What follows belongs to an exercise in optimizing a design on an open flow for small area, a short achievable clock period and few clock cycles per item; a production flow would make more cautious choices. The RTL was checked by simulation tests, not by an equivalence proof against the original design. Power figures rest on the tool's default switching activity, not on a simulated workload.

[flow/run.sh]
#!/bin/bash
# synth_recipe.tcl (not shown) runs the flow's synth.tcl, then flattens the netlist and writes it again
# the make line also repeats each setting of config.mk as NAME=value (left out here)
make -C /OpenROAD-flow-scripts/flow DESIGN_CONFIG=/design/flow/config.mk WORK_HOME=/design/flow/orfs CLKGATE_MAP_FILE= SYNTH_SCRIPT=/design/flow/synth_recipe.tcl finish
[flow/config.mk]
export PLATFORM = sky130hd
export DESIGN_NAME = luniasm_core
export DESIGN_NICKNAME = luniasm_core
export VERILOG_FILES = /design/flow/design.v
export SDC_FILE = /design/flow/constraint.sdc
export NUM_CORES = 4
export LEC_CHECK = 0
export CAP_MARGIN = 20
export CORE_MARGIN = 2
export CORE_UTILIZATION = 40
export SETUP_SLACK_MARGIN = 5
export SLEW_MARGIN = 20
[flow/constraint.sdc]
create_clock -name core_clock -period 10.0 [get_ports {clk}]
set_input_delay 2.0000 -clock core_clock [delete_from_list [all_inputs] [get_ports {clk}]]
set_output_delay 2.0000 -clock core_clock [all_outputs]
set_load 0.01 [all_outputs]
[flow/design.v]
module luniasm_core (
    input  wire        clk,
    input  wire        rst,
    input  wire        tick_valid,
    input  wire        load_valid,
    input  wire [15:0] code_size,
    output wire        ready,
    output reg         done,
    output reg  [2:0]  status,
    output wire [31:0] ip,
    output wire [8:0]  sp,
    output wire [15:0] prog_addr,
    input  wire [7:0]  prog_rdata,
    output reg  [7:0]  stk_addr,
    output reg         stk_we,
    output reg  [31:0] stk_wdata,
    input  wire [31:0] stk_rdata,
    output wire [15:0] dmem_addr,
    output wire        dmem_we,
    output wire [31:0] dmem_wdata,
    input  wire [31:0] dmem_rdata
);
    localparam [2:0] ST_OK        = 3'd0,
                     ST_OVERFLOW  = 3'd1,
                     ST_UNDERFLOW = 3'd2,
                     ST_ARITH     = 3'd3,
                     ST_FETCH     = 3'd4;
    localparam [4:0] S_A    = 5'd0,    
                     S_W    = 5'd1,    
                     S_IMM  = 5'd2,    
                     S_LD   = 5'd7,    
                     S_LDS  = 5'd4,    
                     S_LDS2 = 5'd5,    
                     S_J3   = 5'd6,    
                     S_SUB  = 5'd8,
                     S_SH   = 5'd9,
                     S_MUL  = 5'd10,
                     S_DS1  = 5'd11,   
                     S_DS2  = 5'd12,
                     S_DIV  = 5'd14,
                     S_DNEG = 5'd15,
                     S_ST   = 5'd3,    
                     S_SW   = 5'd17,   
                     S_UN   = 5'd18;   
    reg [31:0] ip_q;
    reg [8:0]  sp_q;
    reg [15:0] csize;
    reg        rs;         
    reg        cz;         
    reg        cs1;        
    reg [15:0] fp;         
    reg        fv;         
    reg [31:0] T0, T1;
    reg        v0, v1;
    reg        pw0, pw1, pws;   
    reg        rdv, rdx, lkill;
    reg [7:0]  rda;
    reg [4:0]  state;
    reg [7:0]  opr;
    reg [7:0]  opb;        
    reg        opq;        
    reg [1:0]  icnt;
    reg        dp, t4f, ovf;
    reg        lneg, lhi;             
    reg [31:0] ACC;
    reg        sa, sb;
    reg [4:0]  cnt;
    reg        ina;                  
    reg        dwe;                  
    reg        xs_acc, xs_r2, xs_k;  
    reg        xk1, xkm1;            
    reg        asub_r;               
    assign ip         = ip_q;
    assign sp         = sp_q;
    assign prog_addr  = fp;
    assign dmem_addr  = T0[15:0];
    assign dmem_we    = dwe;
    assign dmem_wdata = T1;
    assign ready      = ina && fv;
    wire        in_a  = ina;
    wire [8:0]  sp_c  = (in_a && rs) ? 9'd256 : sp_q;
    wire [16:0] ipe   = (in_a && rs) ? 17'd0 : ip_q[16:0];
    wire [16:0] ipe1  = ipe + 17'd1;
    wire        fz    = (fp == 16'd0);
    wire        nrs   = opq ? (fp == 16'd1 || cs1) : fz;
    wire        fwrap = ({1'b0, fp} + 17'd1 == {1'b0, csize});
    wire [15:0] fnext = fwrap ? 16'd0 : fp + 16'd1;
    wire [7:0]  op    = in_a ? (opq ? opb : prog_rdata) : opr;
    wire u1 = (sp_c == 9'd256);
    wire u2 = (sp_c >= 9'd255);
    wire u3 = (sp_c >= 9'd254);
    wire [16:0] rem  = {1'b0, csize} - ipe;    
    wire t4_1 = (rem < 17'd2);
    wire t4_2 = (rem < 17'd3);
    wire t4_4 = (rem < 17'd5);
    wire pt4  = (op == 8'h04) ? t4_1 : (op == 8'h05) ? t4_2 : t4_4;
    wire        tgt_ge = (T0[31:16] != 16'd0) || (T0[15:0] >= csize);
    wire [15:0] tgt_fp = tgt_ge ? 16'd0 : T0[15:0];
    wire        ofits = (T0[31:10] == 22'd0) || (T0[31:10] == {22{1'b1}});
    wire [11:0] lsum  = {3'd0, sp_c} + 12'd1 + {T0[10], T0[10:0]};
    wire [11:0] ssum  = {3'd0, sp_c} + 12'd2 + {T0[10], T0[10:0]};
    wire        l_neg = ofits ? lsum[11] : T0[31];
    wire        l_hi  = ofits ? (!lsum[11] && lsum[10:8] != 3'd0) : !T0[31];
    wire        s_neg = ofits ? ssum[11] : T0[31];
    wire        s_hi  = ofits ? (!ssum[11] && ssum[10:8] != 3'd0) : !T0[31];
    wire        asub = asub_r;
    wire [31:0] R2   = {ACC[30:0], T1[31]};
    wire [31:0] ax   = xs_acc ? ACC :
                       xs_r2  ? R2 :
                       xs_k   ? {{31{xkm1}}, xk1 | xkm1} : T1;
    wire [31:0] abs0 = T0[31] ? asum[31:0] : T0;
    wire [32:0] asum = {1'b0, ax} + {1'b0, T0 ^ {32{asub}}} + {32'd0, asub};
    wire        ge   = asum[32];           
    wire        sar   = opr[0] & T1[31];    
    wire [31:0] shl1  = {T1[30:0], xs_r2 & ge};
    wire [31:0] shl4  = {T1[27:0], 4'd0};
    wire [31:0] shl16 = {T1[15:0], 16'd0};
    wire [31:0] shr1  = {sar, T1[31:1]};
    wire [31:0] shr4  = {{4{sar}}, T1[31:4]};
    wire [31:0] shr16 = {{16{sar}}, T1[31:16]};
    wire        acc0  = (ACC == 32'd0);
    reg [31:0] alu1;
    always @* begin
        case (op[3:0])
            4'h0:    alu1 = T1 & T0;
            4'h1:    alu1 = T1 | T0;
            4'h2:    alu1 = T1 ^ T0;
            4'h3:    alu1 = ~T0;
            default: alu1 = asum[31:0];
        endcase
    end
    wire [31:0] dq = {T1[30:0], ge};
    wire [31:0] dr = ge ? asum[31:0] : R2;
    wire t1z = (T1 == 32'd0);
    wire [32:0] jd   = {T1[31], T1} - {stk_rdata[31], stk_rdata};
    wire        jeq  = (stk_rdata == T1);
    reg  j3take;
    always @* begin
        case (opr[1:0])
            2'd3:    j3take = jd[32];             
            2'd0:    j3take = jd[32] | jeq;       
            2'd1:    j3take = jeq;                
            default: j3take = !jeq;               
        endcase
    end
    reg       rd_issue, rd_ex;
    wire      land  = rdv && !rdx && !lkill;
    wire      lhit0 = land && (rda == sp_q[7:0]);
    wire      lhit1 = land && (rda == sp_q[7:0] + 8'd1);
    wire      v0e   = v0 || lhit0;
    wire      v1e   = v1 || lhit1;
    wire      le0   = land && ({1'b0, rda} == sp_c);
    wire      le1   = land && ({1'b0, rda} == sp_c + 9'd1);
    wire      le2   = land && ({1'b0, rda} == sp_c + 9'd2);
    wire      wr_ok = !in_a || tick_valid || load_valid;
    always @* begin
        stk_we    = 1'b0;
        stk_addr  = sp_q[7:0] + 8'd2;
        stk_wdata = T1;
        rd_issue  = 1'b0;
        rd_ex     = 1'b0;
        if (pw0 || pw1 || pws) begin
            stk_we = 1'b1;
            if (pw0) begin
                stk_addr  = sp_q[7:0];
                stk_wdata = T0;
            end else if (pw1) begin
                stk_addr  = sp_q[7:0] + 8'd1;
            end else begin
                stk_addr  = sp_q[7:0] + T0[7:0];
            end
        end else if (state == S_LDS) begin
            rd_issue  = 1'b1;
            rd_ex     = 1'b1;
            stk_addr  = sp_q[7:0] + 8'd1 + T0[7:0];
        end else if (!(in_a && rs)) begin
            if (!v0e && !sp_q[8]) begin
                rd_issue = 1'b1;
                stk_addr = sp_q[7:0];
            end else if (!v1e && sp_q < 9'd255) begin
                rd_issue = 1'b1;
                stk_addr = sp_q[7:0] + 8'd1;
            end else if (sp_q < 9'd254) begin
                rd_issue = 1'b1;
            end
        end
    end
    reg [31:0] nT0, nT1;
    reg        nv0, nv1;
    reg [8:0]  nsp;
    reg [2:0]  dsp;       
    localparam [2:0] D_KEEP = 3'd0, D_0 = 3'd1, D_P1 = 3'd2, D_P2 = 3'd3,
                     D_P3 = 3'd4, D_M1 = 3'd5, D_RST = 3'd6;
    reg        to0, to1;
    reg        fin, nosup, jmp, hold, wt;
    reg [2:0]  nst;
    reg [4:0]  nstate;
    always @(posedge clk) begin
        if (rst) begin
            state  <= S_A;
            ina    <= 1'b1;
            dwe    <= 1'b0;
            xs_acc <= 1'b0;
            xs_r2  <= 1'b0;
            xs_k   <= 1'b0;
            xk1    <= 1'b0;
            xkm1   <= 1'b0;
            asub_r <= 1'b0;
            ip_q   <= 32'd0;
            sp_q   <= 9'd256;
            csize  <= 16'd0;
            rs     <= 1'b1;
            cz     <= 1'b1;
            cs1    <= 1'b0;
            fp     <= 16'd0;
            fv     <= 1'b0;
            opq    <= 1'b0;
            pw0    <= 1'b0;
            pw1    <= 1'b0;
            pws    <= 1'b0;
            rdv    <= 1'b0;
            rdx    <= 1'b0;
            lkill  <= 1'b0;
            done   <= 1'b0;
            status <= ST_OK;
            v0     <= 1'b0;
            v1     <= 1'b0;
        end else begin
            nT0 = T0; nT1 = T1; nv0 = v0; nv1 = v1; dsp = D_KEEP;
            fin = 1'b0; nosup = 1'b0; jmp = 1'b0; hold = 1'b0; wt = 1'b0;
            nst = ST_OK;
            nstate = state;
            done  <= 1'b0;
            lkill <= 1'b0;
            rdv   <= rd_issue;
            rdx   <= rd_ex;
            rda   <= stk_addr;
            if (wr_ok) begin
                if (pw0)      pw0 <= 1'b0;
                else if (pw1) pw1 <= 1'b0;
                else if (pws) pws <= 1'b0;
            end
            fp <= fnext;
            fv <= 1'b1;
            if (in_a && !fv) begin
                opq <= 1'b0;
            end else if (in_a && load_valid) begin
                opq   <= 1'b0;
                csize <= code_size;
                cz    <= (code_size == 16'd0);
                cs1   <= (code_size == 16'd1);
                rs    <= (code_size == 16'd0);
                ip_q  <= 32'd0;
                dsp   = D_RST;
                fp    <= 16'd0;
                fv    <= 1'b0;
            end else if (in_a && !tick_valid) begin
                fp  <= ipe[15:0];
                fv  <= 1'b0;
                opq <= 1'b0;
            end else if (in_a && cz) begin
                ip_q   <= 32'd0;
                dsp    = D_RST;
                done   <= 1'b1;
                status <= ST_FETCH;
            end else begin
                if (in_a) begin
                    ip_q <= {15'd0, ipe1};
                    rs   <= nrs;
                    dsp  = D_0;
                    opr  <= op;
                    if (opq) opb <= prog_rdata;
                end else if (state != S_IMM && !opq) begin
                    opb <= prog_rdata;
                    opq <= 1'b1;
                end
                case (state)
                    S_A, S_W: begin
                        case (op)
                            8'h00, 8'h04, 8'h05: begin
                                opq  <= 1'b0;
                                if (opq && !pt4) begin
                                    icnt <= 2'd1;
                                    ip_q <= {15'd0, fz ? {1'b0, csize} : {1'b0, fp}};
                                    rs   <= fz;
                                end else begin
                                    icnt <= 2'd0;
                                end
                                if (opq && !pt4 && op == 8'h04) begin
                                    fin = 1'b1;
                                    if (sp_c == 9'd0) nst = ST_OVERFLOW;
                                    else pw0 <= 1'b1;
                                end else begin
                                    nstate = S_IMM;
                                end
                                t4f <= pt4;
                                ovf <= (sp_c == 9'd0);
                                if (pt4 || sp_c == 9'd0) begin
                                    dp <= 1'b0;
                                end else begin
                                    dp  <= 1'b1;
                                    dsp = D_M1;
                                    nT1 = T0;
                                    nv1 = v0;
                                    nv0 = 1'b1;
                                    if (opq) nT0 = {24'd0, prog_rdata};    
                                end
                            end
                            8'h01: begin   
                                if (u1) begin dsp = D_RST; nst = ST_UNDERFLOW; end
                                else begin dsp = D_P1; nT0 = T1; nv0 = v1; nv1 = 1'b0; end
                                fin = 1'b1;
                            end
                            8'h02: begin   
                                if (u1) begin dsp = D_RST; nst = ST_UNDERFLOW; fin = 1'b1; end
                                else if (!v0) wt = 1'b1;
                                else begin nstate = S_LD; hold = 1'b1; end
                            end
                            8'h03: begin   
                                if (u2) begin dsp = D_RST; nst = ST_UNDERFLOW; fin = 1'b1; end
                                else if (!v0 || !v1) wt = 1'b1;
                                else begin
                                    dsp = D_P2; nv0 = 1'b0; nv1 = 1'b0;
                                    nosup = 1'b1;
                                    nstate = S_ST;
                                    hold = 1'b1;
                                end
                            end
                            8'h06: begin   
                                if (u1) begin nst = ST_UNDERFLOW; fin = 1'b1; end
                                else if (sp_c == 9'd0) begin nst = ST_OVERFLOW; fin = 1'b1; end
                                else if (!v0) wt = 1'b1;
                                else begin
                                    dsp = D_M1; nT1 = T0; nv1 = 1'b1;
                                    pw0 <= 1'b1;
                                    fin = 1'b1;
                                end
                            end
                            8'h07: begin   
                                if (u1) begin dsp = D_RST; nst = ST_UNDERFLOW; fin = 1'b1; end
                                else if (!v0) wt = 1'b1;
                                else begin
                                    lneg <= l_neg;
                                    lhi  <= l_hi;
                                    nstate = S_LDS;
                                    hold = 1'b1;
                                end
                            end
                            8'h08: begin   
                                if (u2) begin dsp = D_RST; nst = ST_UNDERFLOW; fin = 1'b1; end
                                else if (!v0 || !v1) wt = 1'b1;
                                else begin
                                    dsp = D_P2; nv0 = 1'b0; nv1 = 1'b0;
                                    nosup = 1'b1;
                                    if (s_neg) nst = ST_OVERFLOW;
                                    else if (s_hi) nst = ST_UNDERFLOW;
                                    else begin pws <= 1'b1; lkill <= 1'b1; end
                                    fin = 1'b1;
                                end
                            end
                            8'h09: begin   
                                if (u2) begin dsp = D_RST; nst = ST_UNDERFLOW; fin = 1'b1; end
                                else if (!v0 || !v1) wt = 1'b1;
                                else begin
                                    nT0 = T1; nT1 = T0;
                                    pw0 <= 1'b1; pw1 <= 1'b1;
                                    nstate = S_SW;
                                    hold = 1'b1;
                                end
                            end
                            8'h10: begin   
                                if (u1) begin dsp = D_RST; nst = ST_UNDERFLOW; fin = 1'b1; end
                                else if (!v0) wt = 1'b1;
                                else begin
                                    dsp = D_P1; nT0 = T1; nv0 = v1; nv1 = 1'b0;
                                    jmp = 1'b1;
                                    fin = 1'b1;
                                end
                            end
                            8'h11, 8'h12: begin   
                                if (u2) begin dsp = D_RST; nst = ST_UNDERFLOW; fin = 1'b1; end
                                else if (!v0 || !v1) wt = 1'b1;
                                else begin
                                    dsp = D_P2; nv0 = 1'b0; nv1 = 1'b0;
                                    jmp = (t1z ^ ~op[0]);
                                    fin = 1'b1;
                                end
                            end
                            8'h13, 8'h14, 8'h15, 8'h16: begin   
                                if (u3) begin dsp = D_RST; nst = ST_UNDERFLOW; fin = 1'b1; end
                                else if (!v0 || !v1) wt = 1'b1;
                                else begin nstate = S_J3; hold = 1'b1; end
                            end
                            8'h20, 8'h21, 8'h22, 8'h26: begin   
                                if (u2) begin dsp = D_RST; nst = ST_UNDERFLOW; fin = 1'b1; end
                                else if (!v0 || !v1) wt = 1'b1;
                                else begin
                                    nT0 = alu1; dsp = D_P1; nv1 = 1'b0;
                                    pw0 <= 1'b1;
                                    fin = 1'b1;
                                end
                            end
                            8'h27, 8'h28, 8'h29, 8'h2A: begin   
                                if (u2) begin dsp = D_RST; nst = ST_UNDERFLOW; fin = 1'b1; end
                                else if (!v0 || !v1) wt = 1'b1;
                                else begin
                                    nstate = (op == 8'h27) ? S_SUB : (op == 8'h2A) ? S_MUL : S_SH;
                                    ACC <= 32'd0;
                                    cnt <= T0[4:0];
                                    hold = 1'b1;
                                end
                            end
                            8'h2B, 8'h2C: begin   
                                if (u2) begin dsp = D_RST; nst = ST_UNDERFLOW; fin = 1'b1; end
                                else if (!v0 || !v1) wt = 1'b1;
                                else if (T0 == 32'd0) begin
                                    dsp = D_P2; nv0 = 1'b0; nv1 = 1'b0;
                                    nst = ST_ARITH;
                                    fin = 1'b1;
                                end else begin
                                    sa <= T1[31];
                                    sb <= T0[31];
                                    nstate = (T0[31] || T1[31]) ? S_DS1 : S_DIV;
                                    ACC <= 32'd0;
                                    cnt <= 5'd31;
                                    hold = 1'b1;
                                end
                            end
                            8'h23: begin   
                                if (u1) begin dsp = D_RST; nst = ST_UNDERFLOW; fin = 1'b1; end
                                else if (!v0) wt = 1'b1;
                                else begin
                                    nT0 = alu1;
                                    pw0 <= 1'b1;
                                    fin = 1'b1;
                                end
                            end
                            8'h24, 8'h25, 8'h2D, 8'h2E: begin   
                                if (u1) begin dsp = D_RST; nst = ST_UNDERFLOW; fin = 1'b1; end
                                else if (!v0) wt = 1'b1;
                                else begin nstate = S_UN; hold = 1'b1; end
                            end
                            default: fin = 1'b1;   
                        endcase
                        if (wt) begin
                            nstate = S_W;
                            hold = 1'b1;
                        end
                    end
                    S_IMM: begin
                        icnt <= icnt + 2'd1;
                        ip_q <= {15'd0, ipe1};
                        rs   <= fz;
                        if (dp) begin
                            if (icnt == 2'd0) nT0 = {24'd0, prog_rdata};
                            else if (icnt == 2'd1) nT0 = {T0[31:16], prog_rdata, T0[7:0]};
                            else if (icnt == 2'd2) nT0 = {T0[31:24], prog_rdata, T0[15:0]};
                            else nT0 = {prog_rdata, T0[23:0]};
                        end
                        if ((opr == 8'h04) || (opr == 8'h05 && icnt == 2'd1) || (icnt == 2'd3)) begin
                            fin = 1'b1;
                            if (t4f) nst = ST_FETCH;
                            else if (ovf) nst = ST_OVERFLOW;
                            else pw0 <= 1'b1;
                        end
                    end
                    S_ST, S_SW: fin = 1'b1;
                    S_LD: begin
                        nT0 = dmem_rdata;
                        pw0 <= 1'b1;
                        fin = 1'b1;
                    end
                    S_LDS: begin
                        if (lneg || lhi) begin
                            dsp = D_P1; nT0 = T1; nv0 = v1; nv1 = 1'b0;
                            nst = lneg ? ST_OVERFLOW : ST_UNDERFLOW;
                            fin = 1'b1;
                        end else begin
                            if (!pw0 && !pw1 && !pws) nstate = S_LDS2;
                            hold = 1'b1;
                        end
                    end
                    S_LDS2: begin
                        nT0 = stk_rdata;
                        nv0 = 1'b1;
                        pw0 <= 1'b1;
                        fin = 1'b1;
                    end
                    S_J3: begin
                        if (rdv && !lkill && rda == sp_q[7:0] + 8'd2) begin
                            dsp = D_P3; nv0 = 1'b0; nv1 = 1'b0;
                            jmp = j3take;
                            fin = 1'b1;
                        end else begin
                            hold = 1'b1;
                        end
                    end
                    S_SUB: begin
                        nT0 = asum[31:0]; dsp = D_P1; nv1 = 1'b0;
                        pw0 <= 1'b1;
                        fin = 1'b1;
                    end
                    S_SH: begin
                        if (cnt == 5'd0) begin
                            nT0 = T1; dsp = D_P1; nv1 = 1'b0;
                            pw0 <= 1'b1;
                            fin = 1'b1;
                        end else begin
                            if (cnt[4]) begin
                                nT1 = opr[0] ? shr16 : shl16;
                                cnt <= cnt - 5'd16;
                            end else if (cnt[3:2] != 2'd0) begin
                                nT1 = opr[0] ? shr4 : shl4;
                                cnt <= cnt - 5'd4;
                            end else begin
                                nT1 = opr[0] ? shr1 : shl1;
                                cnt <= cnt - 5'd1;
                            end
                            hold = 1'b1;
                        end
                    end
                    S_MUL: begin
                        if (T1[31:1] == 31'd0) begin
                            nT0 = T1[0] ? asum[31:0] : ACC;
                            dsp = D_P1; nv1 = 1'b0;
                            pw0 <= 1'b1;
                            fin = 1'b1;
                        end else begin
                            if (T1[0]) ACC <= asum[31:0];
                            nT0 = {T0[30:0], 1'b0};
                            nT1 = shr1;
                            hold = 1'b1;
                        end
                    end
                    S_DS1, S_DS2: begin
                        nT0 = T1;
                        nT1 = abs0;
                        nstate = (state == S_DS1) ? S_DS2 : S_DIV;
                        hold = 1'b1;
                    end
                    S_DIV: begin
                        if (cnt == 5'd0) begin
                            nT0 = (opr[0]) ? dq : dr;    
                            if (opr[0] ? (sa ^ sb) : sa) begin
                                nstate = S_DNEG;
                                hold = 1'b1;
                            end else begin
                                dsp = D_P1; nv1 = 1'b0;
                                pw0 <= 1'b1;
                                fin = 1'b1;
                            end
                        end else begin
                            if (acc0 && T1[31:16] == 16'd0 && cnt[4]) begin
                                nT1 = shl16;
                                cnt <= cnt - 5'd16;
                            end else if (acc0 && T1[31:28] == 4'd0 && cnt[4:2] != 3'd0) begin
                                nT1 = shl4;
                                cnt <= cnt - 5'd4;
                            end else begin
                                nT1 = dq;
                                ACC <= dr;
                                cnt <= cnt - 5'd1;
                            end
                            hold = 1'b1;
                        end
                    end
                    S_UN: begin
                        nT0 = (opr[3:0] == 4'hE) ? abs0 : asum[31:0];
                        pw0 <= 1'b1;
                        fin = 1'b1;
                    end
                    S_DNEG: begin
                        nT0 = asum[31:0];
                        dsp = D_P1; nv1 = 1'b0;
                        pw0 <= 1'b1;
                        fin = 1'b1;
                    end
                    default: ;
                endcase
                if (fin) begin
                    nstate = S_A;
                    done   <= 1'b1;
                    status <= nst;
                    if (nst == ST_FETCH) begin
                        rs  <= 1'b1;
                        fp  <= 16'd0;
                        fv  <= 1'b0;
                        opq <= 1'b0;
                    end else if (jmp) begin
                        ip_q <= T0;
                        rs   <= tgt_ge;
                        fp   <= tgt_fp;
                        fv   <= 1'b0;
                        opq  <= 1'b0;
                    end
                end else if (hold && (!in_a || opq)) begin
                    fp <= fp;
                end
            end
            state  <= nstate;
            ina    <= (nstate == S_A);
            dwe    <= (nstate == S_ST);
            xs_acc <= (nstate == S_MUL);
            xs_r2  <= (nstate == S_DIV);
            xs_k   <= (nstate == S_UN) || (nstate == S_DS1) || (nstate == S_DS2) ||
                      (nstate == S_DNEG);
            xk1    <= (nstate == S_UN) && (op[3:0] == 4'h4);
            xkm1   <= (nstate == S_UN) && (op[3:0] == 4'h5);
            asub_r <= (nstate == S_SUB) || (nstate == S_DIV) || (nstate == S_DS1) ||
                      (nstate == S_DS2) || (nstate == S_DNEG) ||
                      ((nstate == S_UN) && (op[3:0] == 4'hD || op[3:0] == 4'hE));
            case (dsp)
                D_KEEP:  nsp = sp_q;
                D_0:     nsp = sp_c;
                D_P1:    nsp = sp_c + 9'd1;
                D_P2:    nsp = sp_c + 9'd2;
                D_P3:    nsp = sp_c + 9'd3;
                D_M1:    nsp = sp_c - 9'd1;
                default: nsp = 9'd256;
            endcase
            case (dsp)
                D_KEEP, D_0: begin to0 = le0; to1 = le1; end
                D_P1:        begin to0 = le1; to1 = le2; end
                D_P2:        begin to0 = le2; to1 = 1'b0; end
                D_M1:        begin to0 = 1'b0; to1 = le0; end
                default:     begin to0 = 1'b0; to1 = 1'b0; end
            endcase
            if (!nosup) begin
                if (!nv0 && to0) begin
                    nT0 = stk_rdata; nv0 = 1'b1;
                end
                if (!nv1 && to1) begin
                    nT1 = stk_rdata; nv1 = 1'b1;
                end
            end
            T0   <= nT0;
            T1   <= nT1;
            v0   <= nv0;
            v1   <= nv1;
            sp_q <= nsp;
        end
    end
endmodule
==> impl_metrics.json, run 1 <==
{
  "run_status": "timing/DRC/antenna clean",
  "rsz0062_at_grt": "true",
  "initial_core_util_pct": 40.2,
  "cts_hold_buf": 0,
  "fin_tns_setup_ns": 0,
  "die_h_um": 294,
  "overflow": 0,
  "synth_seq_cells": 237,
  "routedWlPerCell_um": 36.0,
  "drc": 0,
  "drv_cap": 0,
  "num_vias": 45100,
  "ys_seq_area_share_pct": 18.1,
  "async_reset_ff_share_pct": 0,
  "clockRootBuffer": "clkbuf_16",
  "worstSetupStartpointType": "register",
  "post_dp_cell_area_um2": 37400,
  "layoutNonFillerInstCount": 6190,
  "clock_sinks": 237,
  "fmax_mhz": 186,
  "worstSetupPathType": "register to register",
  "layout-drive-gt1-share_pct": 18.4,
  "syn2layout_area_growth_pct": 30.5,
  "synth-edff-count": 134,
  "clk_pin_slew_worst_paths_ns": 0.07,
  "slew_headroom_pct": 3.41,
  "syn-num-nets": 5073,
  "hold_path_class": "register to register",
  "setup_slack_ns": 4.62,
  "die_w_um": 294,
  "hold_viol": 0,
  "first_iter_violations": 8324,
  "cts.path.max_buffers": 3,
  "synth_area_leader_cell": "edfxtp_1",
  "arrival_ns": 5.86,
  "finalMaxSlewViolations": 0,
  "syn_area_um2": 33600,
  "grt_pass1_vias": 40500,
  "setup_viol": 0,
  "powerDensity_nw_per_um2": 290,
  "pin_count": 244,
  "finClkSkew_ns": 0.0415,
  "ant_nets": 0,
  "cts_tree": "done",
  "grt_first_pass_wirelength_um": 305000,
  "via_per_inst": 7.29,
  "numPortBuffers": 243,
  "required_ns": 10.49,
  "hpwl_um": 153000,
  "pre_cts_ws_ns": 1.98,
  "synth.area.top_cells": "edfxtp_1, ha_1, a21oi_1",
  "fin_crit_sh_pct": 53.8,
  "drtPass1Iterations": 14,
  "antenna_found_initial": 10,
  "cp-end-kind": "register",
  "peakVddDrop_mv": 0.169,
  "cts.htree.levels": 2,
  "core_area_um2": 83400,
  "synthCells": 4761,
  "fin_area_um2": 43800,
  "cts_buffers": 35,
  "worstMarginPinSlew_ns": 1.43,
  "clock_latency_ns": 0.61,
  "num_rows": 106,
  "dp_cells": 5847,
  "wl_um": 223000,
  "yosysTopAreaCellShare_pct": 12.0,
  "ys_warn_count": 1,
  "finalPower_uw": 12700,
  "die_area_um2": 86200,
  "synth.avg_cell_area_um2": 7.05,
  "synthFlopType": "edfxtp_1",
  "min_period_ns": 5.38,
  "fin_nets": 5390,
  "grt.total_usage_pct": 48.6,
  "gp_congestion": 1.09,
  "power_leakage_uw": 0.0171,
  "worstPathMaxFanout": 20,
  "grt_max_degree": 85,
  "ys_types": 99
}
[layout by cell type, fill, tap and decap left out, types with 134 or more instances in the layout]
master,instances
buf_4,353
mux2i_1,137
nor2_1,324
o21ai_0,365
ha_1,206
clkdlybuf4s50_1,205
inv_1,182
edfxtp_1,134
nand2_1,573
a21oi_1,481
[through the flow]
stage	utilization, %	hold slack (ns)
global route	52.5	0.550
finish	52.5	0.498
floorplan	-	0.431
global placement	44.8	0.480
CTS	50.5	0.504
detailed placement	44.8	0.488
[worst paths after layout]
| kind | start | end | slack (ns) | depth (start not counted) |
|---|---|---|---|---|
| min reg2reg | ip_q[23]$_SDFFE_PP0P_ | ip_q[23]$_SDFFE_PP0P_ | 0.50 | 2 |
| max | T1[0]$_DFFE_PN_ | T0[5]$_DFFE_PN_ | 4.62 | 19 |
| max reg2reg | T1[0]$_DFFE_PN_ | T0[5]$_DFFE_PN_ | 4.62 | 19 |
| min | ip_q[23]$_SDFFE_PP0P_ | ip_q[23]$_SDFFE_PP0P_ | 0.50 | 2 |
[registers in the layout (all words and copies together), names as in the netlist, 2 cells and up]
register  count
opb           8
sp_q          9
T1           32
rda           8
status        3
icnt          2
opr           8
csize        16
fp           16
state         5
ip_q         32
cnt           5
ACC          32
T0           32
[per-layer routing]
layer | wire length, µm | up-vias | GRT usage (%)
met2 | 80700 | 4062 | 61.7
met1 | 85200 | 21600 | 64.6
met5 | 1250 | - | 7.54
met4 | 14500 | 30 | 22.8
met3 | 41400 | 956 | 26.8
li1 | - | 18500 | -
[synth_stat cells (17+ instances only)]
cell type / n
a221oi_1: 78
o221ai_1: 37
a21o_1: 61
nand2_1: 588
o2bb2ai_1: 23
nor4_1: 58
nor2_1: 349
nor2b_1: 22
o21bai_1: 25
o22ai_1: 67
a211oi_1: 79
o211ai_1: 60
dfxtp_1: 103
a2111oi_0: 29
nand4_1: 77
xnor2_1: 95
edfxtp_1: 134
o21ai_0: 411
clkbuf_1: 337
or3_1: 18
a22oi_1: 66
a31oi_1: 56
and3_1: 28
a21oi_1: 513
mux2i_1: 146
inv_1: 197
nand3_1: 107
ha_1: 216
a221o_1: 42
mux2_2: 23
xor2_1: 97
nand2b_1: 59
buf_1: 42
and2_1: 29
o2111ai_1: 18
o21a_1: 20
nor3_1: 92
o31ai_1: 17
buf_4: 25
[critical path, stage by stage (launching register included)]
cell	delay (ns)
edfxtp_1	0.54
nor2_1	0.26
o31ai_4	0.11
a21boi_0	0.15
buf_4	0.22
mux2_2	0.30
fa_2	0.44
a211oi_4	0.29
o21ai_2	0.12
a211o_1	0.34
a21o_4	0.26
a21oi_4	0.17
buf_12	0.13
buf_12	0.18
mux2i_1	0.12
nor2_1	0.14
a21oi_1	0.06
o221ai_1	0.51
a2bb2oi_1	0.62
mux2_4	0.26
[cell families after synthesis]
family	Yosys count	share of synthesized area [%]
xor gates and xnor gates	192	5.01
muxes	177	5.39
buffers and inverters	629	7.44
DFF	237	18.1
AOI/OAI and AO/OA	1798	34.8
and+or+nand+nor	1508	20.9
adders and majority gates	220	8.29
[power by group]
part           switching [µW]  total [µW]  internal (µW)
combinational            6550        9790           3240
clock                     585        1350            766
sequential                305        1560           1250
total                    7440       12700           5260
[area by class of cell]
class	count	area [µm²]
well taps	1080	1350
clock buffers	48	1040
repair inverters	2	16.3
fillers	8017	39600
repair buffers	697	6940
multi-input cells	3898	27300
clock inverters	15	136
inverters	207	838
flip-flops and latches	237	6130
diodes	6	15.0
[timing repair]
| action | CTS | global route |
|---|---|---|
| gates resized for setup | 491 | 221 |
| pin swaps | 101 | 79 |
| setup buffers | 171 | 76 |
| gates cloned | 21 | 6 |
| setup endpoints to repair | 225 | 148 |
Testbench counts, summed over its fixed seeds: cycles 48,348, ticks 23,680.
==> run 2: changes to the inputs <==
--- a/flow/config.mk
+++ b/flow/config.mk
@@ -7,6 +7,6 @@
 export LEC_CHECK = 0
 export CAP_MARGIN = 20
 export CORE_MARGIN = 2
-export CORE_UTILIZATION = 40
+export CORE_UTILIZATION = 35
 export SETUP_SLACK_MARGIN = 5
 export SLEW_MARGIN = 20
==> run 2 against run 1 <==
Synthesized area did not move. Register-to-register slack got worse by 0.13 ns. Non-clock buffer count fell by 6. First-iteration DRC count fell by 2.0%. Critical endpoint is now T1[21]$_DFFE_PN_. Flip-flop and latch count did not move.
==> impl_metrics.json, run 2 <==
{
  "run_status": "timing/DRC/antenna clean",
  "rsz0062_at_grt": "true",
  "layout-drive-gt1-share_pct": 17.8,
  "yosysMostFrequentCell": "nand2_1",
  "syn2layout_area_growth_pct": 29.8,
  "fin_tns_setup_ns": 0,
  "numPortBuffers": 243,
  "power_frac_comb_pct": 77.1,
  "num_rows": 113,
  "fmax_mhz": 181,
  "via_per_inst": 7.09,
  "synth.area.top_cells": "edfxtp_1, ha_1, a21oi_1",
  "min_period_ns": 5.51,
  "power.share.clock_pct": 10.4,
  "worstSetupPathType": "register to register",
  "finalMaxSlewViolations": 0,
  "fin_nets": 5389,
  "pre_cts_ws_ns": 2.04,
  "powerDensity_nw_per_um2": 286,
  "required_ns": 10.37,
  "cts.htree.levels": 2,
  "worstPathMaxFanout": 39,
  "critPathMaxStageDelay_ns": 0.79,
  "setup_slack_ns": 4.49,
  "synth-edff-count": 134,
  "peakVddDrop_mv": 0.146,
  "gp_congestion": 1.05,
  "wl_um": 226000,
  "final_cell_mix": "nand2_1, a21oi_1, o21ai_0",
  "grt.total_usage_pct": 43.4,
  "cts.path.max_buffers": 3,
  "die_h_um": 314,
  "clock_sinks": 237,
  "first_iter_violations": 8154,
  "grt_pass1_vias": 40800,
  "antenna_found_initial": 9,
  "slowest_stage": "a2111oi_1",
  "r2r_slack_ns": 4.49,
  "cts_hold_buf": 0,
  "sequentialPowerShare_pct": 12.6,
  "yosysTopAreaCellShare_pct": 12.0,
  "routedWlPerCell_um": 35.3,
  "grt_max_degree": 90,
  "syn-num-nets": 5073,
  "drtPass1Iterations": 12,
  "synth_area_leader_cell": "edfxtp_1",
  "die_w_um": 314,
  "synthCells": 4761,
  "grt_first_pass_wirelength_um": 310000,
  "switching_share_pct": 58.5,
  "finClkSkew_ns": 0.0419,
  "pin_count": 244,
  "async_reset_ff_share_pct": 0,
  "setup_viol": 0,
  "hold_viol": 0,
  "ys_warn_count": 1,
  "drv_cap": 0,
  "initial_core_util_pct": 35.3,
  "num_vias": 45300,
  "drc": 0,
  "die_area_um2": 98400,
  "ys_types": 99,
  "clockRootBuffer": "clkbuf_16",
  "hold_path_class": "register to register",
  "power_leakage_uw": 0.0168,
  "synth_common_cells": "nand2_1, a21oi_1, o21ai_0",
  "cp-end-kind": "register",
  "worstPathCellList": "buf_4 -> nor4_1 -> nand3_1 -> or4_1 -> buf_4 -> a22oi_1 -> a211oi_1 -> a2111oi_1 -> o21ai_0 -> o21ai_0 -> a21oi_1 -> mux2_1",
  "clock_latency_ns": 0.63,
  "switchingPower_uw": 7290,
  "final_common_cell": "nand2_1",
  "slew_headroom_pct": 10.9,
  "syn_area_um2": 33600,
  "p_int_uw": 5170,
  "worstMarginPinSlew_ns": 1.32,
  "arrival_ns": 5.88,
  "worstSetupStartpointType": "register",
  "synthFlopType": "edfxtp_1",
  "fin_crit_sh_pct": 55.1,
  "ant_nets": 0,
  "cts_tree": "done",
  "hpwl_um": 153000,
  "cts_buffers": 36,
  "core_area_um2": 95000,
  "synth_seq_cells": 237,
  "synth.avg_cell_area_um2": 7.05,
  "overflow": 0,
  "ys_seq_area_share_pct": 18.1,
  "clk_pin_slew_worst_paths_ns": 0.07
}
## run 2: cell count changes in the layout (fill, tap and decap cells not counted), sizes merged, moves of 6 or more
cell	change
clkbuf	-6
diode	+10
clkinvlp	+6
dlymetal6s2s	-11
clkdlybuf4s50	+6
## run 2: routing by layer
metal | vias to the layer above | GRT usage (%) | part of all wire [%]
met2 | 4182 | 56.0 | 37
met1 | 21500 | 56.8 | 38
met5 | - | 5.61 | 0.62
li1 | 18500 | - | -
met4 | 33 | 21.4 | 6.7
met3 | 1018 | 23.7 | 18
## run 2: worst max-delay path: cells and delay by family, from the launching register on
kind,cells,cell delay [ns]
AO/OA/AOI/OAI,6,1.74
buffers and inverters,2,0.71
flip-flops,1,0.54
multiplexers,1,0.29
AND/OR/NAND/NOR,3,1.95
## run 2: cell type report
type,count,area (µm²)
Clock inverter,15,91.3
Timing Repair inverter,3,25.0
Tap cell,1265,1580
Clock buffer,49,991
Antenna cell,16,40.0
Inverter,207,856
Timing Repair Buffer,691,6750
Sequential cell,237,6130
Fill cell,9631,51400
Multi-Input combinational cell,3901,27100
## run 2: final timing paths
check / from / endpoint / cells past startpoint
setup / recovery: T1[31]$_DFFE_PN_ / T1[21]$_DFFE_PN_ / 12
hold / removal: status[0]$_SDFFE_PP0P_ / status[0]$_SDFFE_PP0P_ / 2
setup reg to reg: T1[31]$_DFFE_PN_ / T1[21]$_DFFE_PN_ / 12
hold reg to reg: status[0]$_SDFFE_PP0P_ / status[0]$_SDFFE_PP0P_ / 2
## run 2: kinds of logic after synthesis
group                    Yosys count  synth area share, %
XOR/XNOR                         192                 5.01
buffers and inverters            629                 7.44
multiplexers                     177                 5.39
adder cells (fa/ha/maj)          220                 8.29
AND/OR/NAND/NOR                 1508                 20.9
AO/OA/AOI/OAI                   1798                 34.8
flip-flops                       237                 18.1
## run 2: power groups by stage
| stage | combinational [µW] | clock [µW] | sequential (µW) |
|---|---|---|---|
| 2_1_floorplan | 4400 | 0 | 1450 |
| 3_3_place_gp | 7510 | 0 | 1560 |
| 3_5_place_dp | 7530 | 0 | 1560 |
| 4_1_cts | 8480 | 1280 | 1520 |
| 5_1_grt | 9710 | 1320 | 1550 |
| 6_report | 9600 | 1290 | 1570 |
## run 2: metrics by stage
stage                     hold WS, ns  power [µW]  std cells  instance area, µm²  utilization [%]
after floorplan                 0.431        5850       4761               33800                -
after global placement          0.465        9080       6044               37700             39.7
after detailed placement        0.473        9090       6045               37700             39.7
after CTS                       0.480       11300       6300               42200             44.4
after global routing            0.527       12600       6372               43500             45.8
final                           0.483       12500       6384               43600             45.9
## run 2: what timing repair did
action / 4_1_cts / 5_1_grt
gates cloned: 25 / 2
setup endpoints to repair: 229 / 133
pin swaps: 100 / 96
setup buffers: 166 / 65
resized for setup: 467 / 172
==> run 3: changes to the inputs <==
--- a/flow/design.v
+++ b/flow/design.v
@@ -55,6 +55,9 @@
     reg        pw0, pw1, pws;   
     reg        rdv, rdx, lkill;
     reg [7:0]  rda;
+    reg [1:0]  rk;         
+    reg [2:0]  rdd;        
+    reg        rddok;      
     reg [4:0]  state;
     reg [7:0]  opr;
     reg [7:0]  opb;        
@@ -77,6 +80,19 @@
     assign dmem_we    = dwe;
     assign dmem_wdata = T1;
     assign ready      = ina && fv;
+    function [8:0] radd9;
+        input [8:0] a, b;
+        input       ci;
+        integer i;
+        reg c;
+        begin
+            c = ci;
+            for (i = 0; i < 9; i = i + 1) begin
+                radd9[i] = a[i] ^ b[i] ^ c;
+                c = (a[i] & b[i]) | (c & (a[i] ^ b[i]));
+            end
+        end
+    endfunction
     wire        in_a  = ina;
     wire [8:0]  sp_c  = (in_a && rs) ? 9'd256 : sp_q;
     wire [16:0] ipe   = (in_a && rs) ? 17'd0 : ip_q[16:0];
@@ -86,6 +102,10 @@
     wire        fwrap = ({1'b0, fp} + 17'd1 == {1'b0, csize});
     wire [15:0] fnext = fwrap ? 16'd0 : fp + 16'd1;
     wire [7:0]  op    = in_a ? (opq ? opb : prog_rdata) : opr;
+    wire [8:0] spn1 = radd9(sp_q, 9'd0, 1'b1);
+    wire [8:0] spn2 = radd9(sp_q, 9'd1, 1'b1);
+    wire [8:0] spn3 = radd9(sp_q, 9'd2, 1'b1);
+    wire [8:0] spnm = radd9(sp_q, 9'h1FF, 1'b0);
     wire u1 = (sp_c == 9'd256);
     wire u2 = (sp_c >= 9'd255);
     wire u3 = (sp_c >= 9'd254);
@@ -144,46 +164,57 @@
         endcase
     end
     reg       rd_issue, rd_ex;
+    reg [1:0] rd_k;
     wire      land  = rdv && !rdx && !lkill;
-    wire      lhit0 = land && (rda == sp_q[7:0]);
-    wire      lhit1 = land && (rda == sp_q[7:0] + 8'd1);
-    wire      v0e   = v0 || lhit0;
-    wire      v1e   = v1 || lhit1;
-    wire      le0   = land && ({1'b0, rda} == sp_c);
-    wire      le1   = land && ({1'b0, rda} == sp_c + 9'd1);
-    wire      le2   = land && ({1'b0, rda} == sp_c + 9'd2);
+    wire [2:0] lrel = {1'b0, rk} - rdd;
+    wire      lok   = land && rddok && !(in_a && rs);
+    wire      le0   = lok && (lrel == 3'd0);
+    wire      le1   = lok && (lrel == 3'd1);
+    wire      le2   = lok && (lrel == 3'd2);
+    wire      v0e   = v0;
+    wire      v1e   = v1;
     wire      wr_ok = !in_a || tick_valid || load_valid;
+    wire [7:0] sa1 = sp_q[7:0] + 8'd1;
+    wire [7:0] sa2 = sp_q[7:0] + 8'd2;
+    wire [7:0] saT = sp_q[7:0] + T0[7:0];
+    reg        as0, as1, as2, asT, asL;
     always @* begin
         stk_we    = 1'b0;
-        stk_addr  = sp_q[7:0] + 8'd2;
         stk_wdata = T1;
         rd_issue  = 1'b0;
         rd_ex     = 1'b0;
+        rd_k      = 2'd2;
+        as0 = 1'b0; as1 = 1'b0; as2 = 1'b0; asT = 1'b0; asL = 1'b0;
         if (pw0 || pw1 || pws) begin
             stk_we = 1'b1;
             if (pw0) begin
-                stk_addr  = sp_q[7:0];
+                as0       = 1'b1;
                 stk_wdata = T0;
             end else if (pw1) begin
-                stk_addr  = sp_q[7:0] + 8'd1;
+                as1       = 1'b1;
             end else begin
-                stk_addr  = sp_q[7:0] + T0[7:0];
+                asT       = 1'b1;
             end
         end else if (state == S_LDS) begin
             rd_issue  = 1'b1;
             rd_ex     = 1'b1;
-            stk_addr  = sp_q[7:0] + 8'd1 + T0[7:0];
-        end else if (!(in_a && rs)) begin
-            if (!v0e && !sp_q[8]) begin
-                rd_issue = 1'b1;
-                stk_addr = sp_q[7:0];
-            end else if (!v1e && sp_q < 9'd255) begin
+            asL       = 1'b1;
+        end else begin
+            if (!(in_a && rs) && !v0e && !sp_q[8]) begin
                 rd_issue = 1'b1;
-                stk_addr = sp_q[7:0] + 8'd1;
-            end else if (sp_q < 9'd254) begin
+                rd_k     = 2'd0;
+                as0      = 1'b1;
+            end else if (!(in_a && rs) && !v1e && sp_q < 9'd255) begin
                 rd_issue = 1'b1;
+                rd_k     = 2'd1;
+                as1      = 1'b1;
+            end else begin
+                rd_issue = !(in_a && rs) && sp_q < 9'd254;
+                as2      = 1'b1;
             end
         end
+        stk_addr = ({8{as0}} & sp_q[7:0]) | ({8{as1}} & sa1) | ({8{as2}} & sa2) |
+                   ({8{asT}} & saT) | ({8{asL}} & lsum[7:0]);
     end
     reg [31:0] nT0, nT1;
     reg        nv0, nv1;
@@ -487,7 +518,7 @@
                         fin = 1'b1;
                     end
                     S_J3: begin
-                        if (rdv && !lkill && rda == sp_q[7:0] + 8'd2) begin
+                        if (le2) begin
                             dsp = D_P3; nv0 = 1'b0; nv1 = 1'b0;
                             jmp = j3take;
                             fin = 1'b1;
@@ -609,15 +640,22 @@
             asub_r <= (nstate == S_SUB) || (nstate == S_DIV) || (nstate == S_DS1) ||
                       (nstate == S_DS2) || (nstate == S_DNEG) ||
                       ((nstate == S_UN) && (op[3:0] == 4'hD || op[3:0] == 4'hE));
+            rk    <= rd_k;
+            rddok <= (dsp == D_KEEP) || (dsp != D_RST && !(in_a && rs));
             case (dsp)
-                D_KEEP:  nsp = sp_q;
-                D_0:     nsp = sp_c;
-                D_P1:    nsp = sp_c + 9'd1;
-                D_P2:    nsp = sp_c + 9'd2;
-                D_P3:    nsp = sp_c + 9'd3;
-                D_M1:    nsp = sp_c - 9'd1;
-                default: nsp = 9'd256;
+                D_P1:    rdd <= 3'd1;
+                D_P2:    rdd <= 3'd2;
+                D_P3:    rdd <= 3'd3;
+                D_M1:    rdd <= 3'b111;
+                default: rdd <= 3'd0;
             endcase
+            nsp = ({9{dsp == D_KEEP}} & sp_q) |
+                  ({9{dsp == D_0}}    & sp_c) |
+                  ({9{dsp == D_P1}}   & spn1) |
+                  ({9{dsp == D_P2}}   & spn2) |
+                  ({9{dsp == D_P3}}   & spn3) |
+                  ({9{dsp == D_M1}}   & ((in_a && rs) ? 9'd255 : spnm)) |
+                  ({9{dsp == D_RST}}  & 9'd256);
             case (dsp)
                 D_KEEP, D_0: begin to0 = le0; to1 = le1; end
                 D_P1:        begin to0 = le1; to1 = le2; end
--- a/flow/config.mk
+++ b/flow/config.mk
@@ -7,6 +7,6 @@
 export LEC_CHECK = 0
 export CAP_MARGIN = 20
 export CORE_MARGIN = 2
-export CORE_UTILIZATION = 35
+export CORE_UTILIZATION = 40
 export SETUP_SLACK_MARGIN = 5
 export SLEW_MARGIN = 20
==> run 3 against run 2 <==
Still clean. Setup slack got worse by 0.29 ns. Final area fell by 3.5%. Synthesized area fell by 0.95%. Final cell count fell by 4.8%. Register-to-register slack got worse by 0.24 ns. Critical endpoint unchanged. Largest cell class unchanged. Highest routed layer unchanged.
==> impl_metrics.json, run 3 <==
{
  "run_status": "timing/DRC/antenna clean",
  "cts.path.max_buffers": 3,
  "clock_sinks": 235,
  "synthFlopType": "edfxtp_1",
  "synth_area_leader_cell": "edfxtp_1",
  "synthCells": 4690,
  "fmax_mhz": 172,
  "grt.total_usage_pct": 50.5,
  "sequentialPowerShare_pct": 13.3,
  "min_period_ns": 5.80,
  "fin_tns_setup_ns": 0,
  "ys_types": 94,
  "cts.htree.levels": 2,
  "num_rows": 105,
  "peakVddDrop_mv": 0.173,
  "critPathBufInv": 7,
  "grt_first_pass_wirelength_um": 311000,
  "clk_pin_slew_worst_paths_ns": 0.06,
  "worstMarginPinSlew_ns": 1.28,
  "slowest_stage": "buf_4",
  "p_int_uw": 4670,
  "ys_seq_area_share_pct": 18.1,
  "fillCellCount": 8162,
  "crit_family": "buffers and inverters",
  "worstPathMaxFanout": 16,
  "fin_area_um2": 42100,
  "clockRootBuffer": "clkbuf_16",
  "post_dp_cell_area_um2": 37100,
  "numPortBuffers": 243,
  "core_area_um2": 82200,
  "powerDensity_nw_per_um2": 256,
  "cts_buffers": 36,
  "slew_headroom_pct": 14.4,
  "ant_nets": 0,
  "required_ns": 10.34,
  "final_common_cell": "nand2_1",
  "final_cell_mix": "nand2_1, a21oi_1, o21ai_0",
  "clock_latency_ns": 0.63,
  "finalPower_uw": 10800,
  "cts_tree": "done",
  "fin_nets": 5290,
  "grt_max_degree": 75,
  "async_reset_ff_share_pct": 0,
  "power.share.clock_pct": 13.1,
  "syn_area_um2": 33200,
  "worstSetupPathType": "input pin to register",
  "worst_path_most_repeated_cell": "buf_4",
  "power_leakage_uw": 0.0164,
  "ys_warn_count": 1,
  "yosysMostFrequentCell": "nand2_1",
  "grt_pass1_vias": 40500,
  "fin_crit_sh_pct": 58.0,
  "critPathMaxStageDelay_ns": 0.40,
  "synth_seq_cells": 235,
  "via_per_inst": 7.40,
  "overflow": 0,
  "rsz0062_at_grt": "true",
  "layout-drive-gt1-share_pct": 17.0,
  "antenna_found_initial": 23,
  "wl_um": 228000,
  "setup_viol": 0,
  "drtPass1Iterations": 14,
  "hold_path_class": "register to register",
  "cp-end-kind": "register",
  "hpwl_um": 158000,
  "synth_common_cells": "nand2_1, a21oi_1, o21ai_0",
  "switching_share_pct": 56.7,
  "yosysTopAreaCellShare_pct": 11.9,
  "synth.area.top_cells": "edfxtp_1, ha_1, a21oi_1",
  "gp_congestion": 1.13,
  "synth.avg_cell_area_um2": 7.09,
  "pin_count": 244,
  "synth-edff-count": 132,
  "finClkSkew_ns": 0.0583,
  "power_frac_comb_pct": 73.6,
  "syn-num-nets": 5017,
  "syn2layout_area_growth_pct": 26.5,
  "routedWlPerCell_um": 37.6,
  "first_iter_violations": 8178,
  "initial_core_util_pct": 40.4,
  "worstSetupStartpointType": "input pin",
  "die_h_um": 292,
  "die_w_um": 292,
  "num_vias": 44900,
  "drv_cap": 0,
  "die_area_um2": 85400,
  "arrival_ns": 6.14,
  "finalMaxSlewViolations": 0,
  "worstPathCellList": "dlygate4sd2_1 -> buf_6 -> mux2i_1 -> a21o_2 -> inv_4 -> buf_8 -> buf_4 -> nor2_1 -> buf_4 -> nor2_1 -> nor3_2 -> or2_2 -> o2111ai_1 -> nand2_1 -> buf_4 -> a21oi_1 -> a221oi_1 -> a21oi_1 -> mux2_4",
  "drc": 0,
  "hold_viol": 0,
  "switchingPower_uw": 6110
}
==> run 3: cell count changes after synthesis, sizes merged, moves of 21 or more <==
cell / previous run / this run
a21oi: 514 / 466
o21ai: 421 / 381
xor2: 97 / 62
nand2: 590 / 557
a221o: 42 / 14
a222oi: 9 / 36
a31oi: 56 / 82
nand3: 107 / 130
a211o: 13 / 35
o22ai: 67 / 89
xnor2: 95 / 74
==> run 3: routing by layer <==
metal | vias up | part of all wire (%) | wire (µm) | global-route usage, %
met5 | - | 0.062 | 141 | 0.737
met1 | 21100 | 35 | 80400 | 60.6
li1 | 18300 | - | - | -
met3 | 1242 | 16 | 36700 | 23.2
met4 | 16 | 10 | 23700 | 37.1
met2 | 4277 | 38 | 87600 | 70.4
==> run 3: metrics by stage <==
stage / utilization, % / setup WS, ns / hold slack (ns) / cells
after global routing: 51.1 / 4.16 / 0.487 / 6063
final: 51.1 / 4.20 / 0.464 / 6076
after floorplan: - / 4.36 / 0.447 / 4690
after global placement: 45.1 / 2.23 / 0.449 / 5785
after detailed placement: 45.1 / 2.14 / 0.458 / 5785
after CTS: 49.8 / 4.32 / 0.467 / 6000
==> run 3: kinds of logic (layout without fill, tap and decap cells) <==
kind of cell    count (synthesis)  count (layout)  synth area share (%)
flops                         235             235                  18.1
mux                           166             166                  5.66
simple gates                 1525            1529                  21.4
compound gates               1769            1769                  34.8
xor+xnor                      136             136                  3.58
other cells                     0              15                     0
fa+ha+maj                     236             236                  8.99
buf+inv                       623             920                  7.37
==> run 3: worst register-to-register path: cells and delay by family, from the launching register on <==
| kind | cells | cell delay, ns |
|---|---|---|
| compound gates | 5 | 1.63 |
| buf+inv | 6 | 1.43 |
| flops | 1 | 0.48 |
| mux | 1 | 0.32 |
| simple gates | 6 | 1.62 |
==> run 3: final timing paths <==
check / start / end / slack [ns] / cells past startpoint
max: prog_rdata[1] / T1[21]$_DFFE_PN_ / 4.20 / 19
min: status[1]$_SDFFE_PP0P_ / status[1]$_SDFFE_PP0P_ / 0.46 / 2
max reg2reg: T1[20]$_DFFE_PN_ / T1[9]$_DFFE_PN_ / 4.25 / 18
min reg2reg: status[1]$_SDFFE_PP0P_ / status[1]$_SDFFE_PP0P_ / 0.46 / 2
==> run 3: final cells by class <==
cell class | count | area (µm²) | share of cell area (%)
inverters | 194 | 798 | 1.90
diodes | 15 | 37.5 | 0.0893
clock inverters | 20 | 216 | 0.515
repair buffers | 659 | 6180 | 14.7
well taps | 1070 | 1340 | 3.18
clock buffers | 46 | 991 | 2.36
repair inverters | 1 | 6.26 | 0.0149
flip-flops and latches | 235 | 6060 | 14.4
multi-input cells | 3836 | 26400 | 62.8
==> run 3: what timing repair did <==
action / 4_1_cts / 5_1_grt
setup buffers: 133 / 55
setup endpoints to repair: 228 / 177
hold buffers: 0 / 0
pin swaps: 89 / 48
gates resized for setup: 402 / 182
gates cloned: 16 / 6
==> run 3: power by group through the flow <==
stage | Combinational, µW | Sequential (µW) | Clock [µW]
after floorplan | 3810 | 1360 | 0
after global placement | 6390 | 1430 | 0
after detailed placement | 6390 | 1430 | 0
after CTS | 7120 | 1420 | 1400
after global routing | 8060 | 1430 | 1430
final | 7930 | 1440 | 1410
Testbench counts of run 3, summed over its fixed seeds: cycles 48,406, ticks 23,680.
==> run 4: changes to the inputs <==
--- a/flow/config.mk
+++ b/flow/config.mk
@@ -7,6 +7,6 @@
 export LEC_CHECK = 0
 export CAP_MARGIN = 20
 export CORE_MARGIN = 2
-export CORE_UTILIZATION = 40
+export CORE_UTILIZATION = 35
 export SETUP_SLACK_MARGIN = 5
 export SLEW_MARGIN = 20
==> run 4 against run 3 <==
Still clean. Combinational power is 7.1% higher. Synthesized cell count did not move. Sequential power about the same. Flip-flop and latch count is the same. Clock power decreased by 6%. Die area up 14%. Final area is 2.2% higher. Register-to-register slack worse by 0.10 ns. Synthesized area unchanged. Largest cell class unchanged. Largest power group unchanged.
==> impl_metrics.json, run 4 <==
{
  "die_w_um": 312,
  "run_status": "timing/DRC/antenna clean",
  "fin_nets": 5320,
  "slowest_stage": "or4_4",
  "power_frac_comb_pct": 75.4,
  "drv_cap": 0,
  "final_common_cell": "nand2_1",
  "fin_crit_sh_pct": 59.0,
  "synth_seq_cells": 235,
  "grt_pass1_vias": 41200,
  "finalMaxSlewViolations": 0,
  "async_reset_ff_share_pct": 0,
  "wl_um": 240000,
  "worstPathMaxFanout": 7,
  "ys_types": 94,
  "worstSetupStartpointType": "input pin",
  "finalPower_uw": 11300,
  "synthFlopType": "edfxtp_1",
  "hold_path_class": "register to register",
  "worstSetupPathType": "input pin to register",
  "grt_first_pass_wirelength_um": 325000,
  "hpwl_um": 167000,
  "grt_max_degree": 82,
  "antenna_found_initial": 11,
  "num_rows": 113,
  "yosysTopAreaCellShare_pct": 11.9,
  "clk_pin_slew_worst_paths_ns": 0.06,
  "dp_cells": 5990,
  "fin_tns_setup_ns": 0,
  "ys_seq_area_share_pct": 18.1,
  "first_iter_violations": 7862,
  "power_leakage_uw": 0.0167,
  "overflow": 0,
  "numPortBuffers": 243,
  "clock_sinks": 235,
  "syn2layout_area_growth_pct": 29.3,
  "cts_hold_buf": 0,
  "min_period_ns": 5.90,
  "drc": 0,
  "die_area_um2": 97500,
  "ys_warn_count": 1,
  "pin_count": 244,
  "p_int_uw": 4850,
  "ant_nets": 0,
  "hold_viol": 0,
  "cts_buffers": 34,
  "synth-edff-count": 132,
  "via_per_inst": 7.15,
  "routedWlPerCell_um": 38.1,
  "num_vias": 44900,
  "synth_area_leader_cell": "edfxtp_1",
  "fillCellCount": 9510,
  "rsz0062_at_grt": "true",
  "yosysMostFrequentCell": "nand2_1",
  "synth.area.top_cells": "edfxtp_1, ha_1, a21oi_1",
  "core_area_um2": 94600,
  "synthCells": 4690,
  "setup_viol": 0,
  "slew_headroom_pct": 6.02,
  "syn-num-nets": 5017,
  "layout-drive-gt1-share_pct": 17.9,
  "worstMarginPinSlew_ns": 1.40,
  "synth.avg_cell_area_um2": 7.09,
  "critPathMaxStageDelay_ns": 0.55,
  "whs_ns": 0.459,
  "multi_input_area_um2": 26700,
  "cts_tree": "done",
  "cp-end-kind": "register",
  "powerDensity_nw_per_um2": 262,
  "drtPass1Iterations": 13,
  "worstPathCellList": "clkbuf_2 -> buf_6 -> mux2i_1 -> a21o_2 -> inv_4 -> buf_12 -> xnor2_4 -> buf_4 -> and4b_1 -> a211oi_4 -> nand2b_1 -> nand4_1 -> o2bb2ai_4 -> or4_4 -> or3_4 -> a211oi_4 -> buf_6 -> buf_16 -> mux2_4",
  "die_h_um": 312,
  "seqCellArea_um2": 6060,
  "finClkSkew_ns": 0.0290,
  "required_ns": 10.33,
  "switchingPower_uw": 6410,
  "peakVddDrop_mv": 0.151,
  "final_cell_mix": "nand2_1, a21oi_1, o21ai_0",
  "grt.total_usage_pct": 46.4,
  "initial_core_util_pct": 35.1,
  "clockRootBuffer": "clkbuf_16",
  "cts.htree.levels": 2,
  "arrival_ns": 6.23,
  "cts.path.max_buffers": 3,
  "clock_latency_ns": 0.60,
  "switching_share_pct": 56.9,
  "layoutNonFillerInstCount": 6289,
  "power.share.clock_pct": 11.7,
  "gp_congestion": 1.11,
  "synth_common_cells": "nand2_1, a21oi_1, o21ai_0",
  "syn_area_um2": 33200,
  "fmax_mhz": 169,
  "sequentialPowerShare_pct": 12.8
}
==> run 4: repair_timing <==
| action | CTS | global route |
|---|---|---|
| cloned | 23 | 6 |
| buffers inserted | 150 | 53 |
| setup endpoints to repair | 229 | 144 |
| resized for setup | 446 | 201 |
| pin swaps | 86 | 43 |
==> run 4: layout make-up <==
class                      instances  share of cell area, %
antenna                            5                 0.0291
inverter                         194                   1.83
sequential                       235                   14.1
clock inverter                    18                  0.466
timing repair buffer             688                   15.6
multi-input combinational       3837                   62.1
timing repair inverter             3                 0.0466
tap                             1265                   3.68
clock buffer                      44                   2.21
==> run 4: path summary, 6_finish.rpt <==
check	depth (start not counted)	slack, ns	start	to
setup reg to reg	18	4.15	T1[17]$_DFFE_PN_	T1[20]$_DFFE_PN_
hold reg to reg	2	0.46	status[1]$_SDFFE_PP0P_	status[1]$_SDFFE_PP0P_
hold / removal	2	0.46	status[1]$_SDFFE_PP0P_	status[1]$_SDFFE_PP0P_
setup / recovery	19	4.10	prog_rdata[1]	T1[20]$_DFFE_PN_
==> run 4: worst max-delay path: cells and delay by family <==
kind	cells	cell delay [ns]
xor+xnor	1	0.13
compound gates	4	1.00
simple gates	5	1.50
buf+inv	7	1.01
mux	2	0.55
==> run 4: per-layer routing <==
layer | vias to the layer above | GRT usage, % | part of all wire [%]
li1 | 18300 | - | -
met5 | - | 1.79 | 0.24
met3 | 1097 | 20.5 | 16
met1 | 21400 | 57.7 | 37
met4 | 26 | 30.6 | 8.6
met2 | 4124 | 64.0 | 39
==> run 4: cell families (layout without fill, tap and decap cells) <==
logic type / after synthesis / in the layout / synth area share [%]
AO/OA/AOI/OAI: 1769 / 1771 / 34.8
XOR/XNOR: 136 / 136 / 3.58
adder cells (fa/ha/maj): 236 / 236 / 8.99
buffers and inverters: 623 / 947 / 7.37
flip-flops: 235 / 235 / 18.1
multiplexers: 166 / 166 / 5.66
other: 0 / 5 / 0
AND/OR/NAND/NOR: 1525 / 1528 / 21.4
==> run 4: power groups by stage <==
stage          sequential, µW  combinational [µW]  clock [µW]
2_1_floorplan            1360                3810           0
3_3_place_gp             1420                6600           0
3_5_place_dp             1420                6590           0
4_1_cts                  1410                7570        1320
5_1_grt                  1440                8600        1360
6_report                 1440                8490        1320
==> run 4: metrics by stage <==
stage          cell area, µm²  util (%)  worst slack, ns
6_report                43000      45.5             4.10
5_1_grt                 43000      45.4             4.14
4_1_cts                 41900      44.3             4.29
3_5_place_dp            37500      39.6             1.98
3_3_place_gp            37500      39.6             2.04
2_1_floorplan           33400         -             4.36

## afterwards: timing with drivers on the ports
The flow's constraints put no driver on any port. The routed layouts listed below were extracted and timed again, unchanged, in two steps.
Step 1 sets driving cells, clkbuf_16 on the clock port and buf_2 on the other inputs (assumed; they add their load-dependent delay and slew).
Step 2, shift: input delay + t, output delay - t, t = (earliest + latest rising clock arrival at the registers) / 2. This alone moves slack from input paths to output paths.
Three values: ideal ports, drivers, drivers and shift; two values: the first two.
run | t (ns) | setup slack, ns | worst hold slack (ns)
run 1 | 0.655 | 4.620 / 4.603 / 4.049 | 0.498 / 0.498 / 0.498
run 2 | 0.678 | 4.489 / 4.489 / 4.042 | 0.483 / 0.483 / 0.483
run 3 | 0.668 | 4.198 / 4.251 / 3.582 | 0.464 / 0.464 / 0.464
run 4 | 0.671 | 4.097 / 4.150 / 3.478 | 0.459 / 0.459 / 0.459
After both steps setup and hold are still met in every run listed. The setup slack of run 4, which loses most, moves by +0.053 ns with the drivers and by -0.619 ns with both steps.
